Source: an optimization exercise on an open RTL-to-GDS flow (aim: small area). Production flows keep margins and buffers that such runs may drop. Function was checked by simulation only, so behaviour that the tests miss may differ from the original. Power and IR drop assume default switching activity.

==> flow/design.v (excerpt) <==
module ptc_rx (
    input  wire        clk,
    input  wire        rst,
    input  wire [4:0]  edge_stb,
    input  wire [31:0] ts,
    input  wire        ms_tick,
    input  wire        cmd_stb,
    input  wire [7:0]  cmd,
    input  wire [31:0] arg_a,
    output reg         res_stb,
    output reg         res,
    output wire [4:0]  msg_stb,
    output wire [31:0] msg_aur,
    output wire [31:0] msg_wt4,
    output wire [29:0] msg_liv,
    output wire [23:0] msg_kop,
    output wire [35:0] msg_quh
);
    localparam [3:0] OP_EDGE    = 4'd1;
    localparam [3:0] OP_ENABLE  = 4'd2;
    localparam [3:0] OP_DISABLE = 4'd3;
    localparam [3:0] OP_INIT    = 4'd4;
    localparam [3:0] OP_POLL    = 4'd5;
    localparam [3:0] OP_ISRECV  = 4'd6;
    localparam [3:0] OP_CBRET   = 4'd7;
    reg        isr_pend;
    reg [2:0]  isr_pid;
    reg [15:0] isr_leftn;    
    wire [3:0] op  = cmd[7:4];
    wire [2:0] pid = cmd[2:0];
    wire cmd_ok = cmd_stb && !cmd[3] && !(pid[2] && (pid[1] || pid[0]));    
    wire cmd_acc = cmd_ok && (!isr_pend || op == OP_EDGE || op == OP_CBRET);
    wire [4:0] sel = 5'b00001 << pid;
    wire [4:0] c_edge    = (cmd_acc && op == OP_EDGE)    ? sel : 5'd0;
    wire [4:0] c_enable  = (cmd_acc && op == OP_ENABLE)  ? sel : 5'd0;
    wire [4:0] c_disable = (cmd_acc && op == OP_DISABLE) ? sel : 5'd0;
    wire [4:0] c_init    = (cmd_acc && op == OP_INIT)    ? sel : 5'd0;
    wire [4:0] c_cbret   = (cmd_acc && op == OP_CBRET)   ? sel : 5'd0;
    wire       c_poll    = cmd_acc && op == OP_POLL;
    wire       c_isrecv  = cmd_acc && op == OP_ISRECV;
    wire [4:0] ev_arg = c_edge & ~edge_stb;
    wire [4:0] recv_next;
    wire [8:0] mb;
    wire [7:0] init_mm1;
    assign mb[0] = |arg_a[7:0];
    genvar gi;
    generate
  ...
==> flow/config.mk <==
export PLATFORM = sky130hd
export DESIGN_NAME = ptc_rx
export DESIGN_NICKNAME = ptc_rx
export VERILOG_FILES = /design/flow/design.v
export SDC_FILE = /design/flow/constraint.sdc
export NUM_CORES = 4
export LEC_CHECK = 0
export CAP_MARGIN = 20
export CORE_MARGIN = 2
export CORE_UTILIZATION = 45
export CTS_CLUSTER_DIAMETER = 90
export CTS_CLUSTER_SIZE = 25
export PLACE_DENSITY = 0.6
export SLEW_MARGIN = 20
export SYNTH_HIERARCHICAL = 1
==> flow/constraint.sdc <==
create_clock -name core_clock -period 12.0 [get_ports {clk}]
set_input_delay 2.4000 -clock core_clock [delete_from_list [all_inputs] [get_ports {clk}]]
set_output_delay 2.4000 -clock core_clock [all_outputs]
set_load 0.01 [all_outputs]
standard.sh (not shown) runs the stock make flow with config.mk's settings and CLKGATE_MAP_FILE= SYNTH_SCRIPT=/design/flow/synth_recipe.tcl, a recipe that flattens the netlist after the stock synthesis.
==> flow/flow/run.sh <==
#!/bin/bash
# The standard layout (standard.sh, which logs each step under orfs/logs),
# with three changes: the smallest buffer on each port instead of the default
# port buffer; the synthesis buffers removed at floorplan so that
# repair_design buffers only what the placed design needs; and no dummy loads
# in the clock tree; and, after global routing, non-critical gates downsized
# (repair_timing -recover_power).
set -euo pipefail
export BUFFER_PORTS_ARGS="-buffer_cell sky130_fd_sc_hd__buf_1"
export REMOVE_ABC_BUFFERS=1
export RECOVER_POWER=100
export CTS_ARGS="-sink_clustering_enable -repair_clock_nets -sink_clustering_size 25 -sink_clustering_max_diameter 90 -dont_use_dummy_load"
bash standard.sh > flow_make.log 2>&1
The baseline ran to the end with violations: capacitance limit, slew limit.
Next try:
--- a/flow/flow/run.sh
+++ b/flow/flow/run.sh
@@ -5,4 +5,3 @@
 # repair_design buffers only what the placed design needs; and no dummy loads
-# in the clock tree; and, after global routing, non-critical gates downsized
-# (repair_timing -recover_power).
+# in the clock tree.
 set -euo pipefail
@@ -10,3 +9,2 @@
 export REMOVE_ABC_BUFFERS=1
-export RECOVER_POWER=100
 export CTS_ARGS="-sink_clustering_enable -repair_clock_nets -sink_clustering_size 25 -sink_clustering_max_diameter 90 -dont_use_dummy_load"
- CAP_MARGIN: 20 -> 10
- SLEW_MARGIN: 20 -> 10
This time the run completed without violations; critical path depth falls by 2; global-route usage barely changes; core utilization increases by 0.27 points; sequential share of layout area came out lower by 0.25 points; synthesized cell count stays the same; flip-flop and latch count is unchanged; first-iteration DRC count climbs by 2.6%; cell count is about the same.

run A:
ptc_rx again, from the RTL that the note above started with.
export LEC_CHECK = 0
export CAP_MARGIN = 10
export CORE_MARGIN = 2
export CORE_UTILIZATION = 45
export CTS_CLUSTER_DIAMETER = 85
export CTS_CLUSTER_SIZE = 28
export PLACE_DENSITY = 0.6
export SLEW_MARGIN = 10
export SYNTH_HIERARCHICAL = 1
create_clock -name core_clock -period 12.0 [get_ports {clk}]
==> flow/flow/run.sh <==
#!/bin/bash
# The standard layout (standard.sh, which logs each step under orfs/logs),
# with three changes: the smallest buffer on each port instead of the default
# port buffer; the synthesis buffers removed at floorplan so that
# repair_design buffers only what the placed design needs; and no dummy loads
# in the clock tree.
set -euo pipefail
export BUFFER_PORTS_ARGS="-buffer_cell sky130_fd_sc_hd__buf_1"
export REMOVE_ABC_BUFFERS=1
export CTS_ARGS="-sink_clustering_enable -repair_clock_nets -sink_clustering_size 28 -sink_clustering_max_diameter 85 -dont_use_dummy_load"
bash standard.sh > flow_make.log 2>&1
#### Input delta (run B over run A)
- CTS_CLUSTER_DIAMETER now 90, was 85
- SLEW_MARGIN now 20, was 10
- CAP_MARGIN now 20, was 10
- CTS_CLUSTER_SIZE now 25, was 28
-- flow/flow/run.sh --
<<< run A, line 10
export CTS_ARGS="-sink_clustering_enable -repair_clock_nets -sink_clustering_size 28 -sink_clustering_max_diameter 85 -dont_use_dummy_load"
>>> run B, line 10
export CTS_ARGS="-sink_clustering_enable -repair_clock_nets -sink_clustering_size 25 -sink_clustering_max_diameter 90 -dont_use_dummy_load"
[summary]
Any difference in clock power between run A and run B is small enough to ignore. Count of filler cells inserted in the layout in run B is about 0.45% above run A. Comparing run B with run A, the sequential share of layout area came out essentially unchanged. Compared with run A, run B shows proportion of power drawn by the clock network lower by 0.3 points. Comparing run A with run B, the global router's overall resource usage came out essentially unchanged. Run B and run A ended up with roughly the same leakage component of the power. Run B: setup slack of the most critical reg-to-reg path is 30 ps lower than what run A reported. On routed wire length, run B and run A are basically level. Proportion of cell area spent on the clock network of run B is on par with run A. Compared run A against run B; area added between synthesis and finish within noise. Between run A and run B, the utilization does not differ in any meaningful way.
Input-level comparison between run C and run B:
- changing SLEW_MARGIN from 20 to 5
- changing CAP_MARGIN from 20 to 5
Results
Looking at termination of the worst setup path, the isr_pid[1] result is from run C; the isr_pid[2] one comes from run B.
Re multiplexer area fraction after synthesis: no difference whatsoever between run B and run C.
In terms of clock-cell share of area, run B and run C differ only marginally.
Run B -> run C: routed length on met2 decreased slightly
Run B was larger in final cell area than run C.

Starting RTL as in the previous note.
==> flow/config.mk <==
export PLATFORM = sky130hd
export DESIGN_NAME = ptc_rx
export DESIGN_NICKNAME = ptc_rx
export VERILOG_FILES = /design/flow/design.v
export SDC_FILE = /design/flow/constraint.sdc
export NUM_CORES = 4
export LEC_CHECK = 0
export CAP_MARGIN = 20
export CORE_MARGIN = 2
export CORE_UTILIZATION = 45
export CTS_CLUSTER_DIAMETER = 60
export CTS_CLUSTER_SIZE = 15
export PLACE_DENSITY = 0.6
export SLEW_MARGIN = 20
export SYNTH_HIERARCHICAL = 1
==> flow/constraint.sdc <==
create_clock -name core_clock -period 12.0 [get_ports {clk}]
set_input_delay 2.4000 -clock core_clock [delete_from_list [all_inputs] [get_ports {clk}]]
set_output_delay 2.4000 -clock core_clock [all_outputs]
set_load 0.01 [all_outputs]
==> flow/flow/run.sh <==
#!/bin/bash
# The standard layout (standard.sh, which logs each step under orfs/logs),
# with three changes: the smallest buffer on each port instead of the default
# port buffer; the synthesis buffers removed at floorplan so that
# repair_design buffers only what the placed design needs; and no dummy loads
# in the clock tree, whose leaf buffers are clkbuf_8.
set -euo pipefail
export BUFFER_PORTS_ARGS="-buffer_cell sky130_fd_sc_hd__buf_1"
export REMOVE_ABC_BUFFERS=1
export CTS_ARGS="-sink_clustering_enable -repair_clock_nets -sink_clustering_size 15 -sink_clustering_max_diameter 60 -sink_clustering_buffer sky130_fd_sc_hd__clkbuf_8 -dont_use_dummy_load"
bash standard.sh > flow_make.log 2>&1
Next try:
--- a/flow/flow/run.sh
+++ b/flow/flow/run.sh
@@ -6 +6 @@
-# in the clock tree, whose leaf buffers are clkbuf_8.
+# in the clock tree.
@@ -10 +10 @@
-export CTS_ARGS="-sink_clustering_enable -repair_clock_nets -sink_clustering_size 15 -sink_clustering_max_diameter 60 -sink_clustering_buffer sky130_fd_sc_hd__clkbuf_8 -dont_use_dummy_load"
+export CTS_ARGS="-sink_clustering_enable -repair_clock_nets -sink_clustering_size 25 -sink_clustering_max_diameter 90 -dont_use_dummy_load"
Settings changed: CAP_MARGIN 20 to 0, CTS_CLUSTER_DIAMETER 60 to 90, CTS_CLUSTER_SIZE 15 to 25, SLEW_MARGIN 20 to 0.
Result: The new run completed without violations. Worst setup slack degrades by 6.3 ps. Synthesized area is unchanged. Fmax is about the same. Global-route usage went down by 0.13 points. Critical path depth climbs by 1. Register-to-register slack improved by 40 ps. Combinational power is about the same. Synthesized cell count is unchanged. Count of clock-buffer cells in the layout shrinks by 30. Total power is lower by about 0.36%.

## port drivers added, routing unchanged
Ports are ideal in the flow. The routed layouts listed here were re-timed in OpenROAD. Step 1 assumes that a clkbuf_16 drives the clock port and a buf_2 every other input. Step 2 also shifts input and output timing later by t, the mid clock arrival at the registers, as if the neighbouring blocks saw the same clock. Three values: ideal ports, drivers, drivers and shift; two values: the first two.
| run | shift t [ns] | setup WS [ns] | worst setup path at the end | cell pins on the clock port's net |
|---|---|---|---|---|
| the first run of note 1 | 0.642 | 0.438 / 0.374 / -0.268 | input to register | 1 |
| the second run of note 1 | 0.651 | 0.518 / 0.472 / -0.178 | input to register | 1 |
| run A | 0.653 | 0.518 / 0.480 / -0.174 | input to register | 1 |
| run B | 0.642 | 0.501 / 0.461 / -0.181 | input to register | 1 |
| run C | 0.650 | 0.503 / 0.458 / -0.192 | input to register | 1 |
| the first run of note 3 | 0.638 | 0.509 / 0.472 / -0.166 | input to register | 1 |
| the second run of note 3 | 0.650 | 0.503 / 0.458 / -0.192 | input to register | 1 |
For the first run of note 1, which loses most, drivers alone change the setup slack by -0.064 ns; drivers and shift together by -0.706 ns.
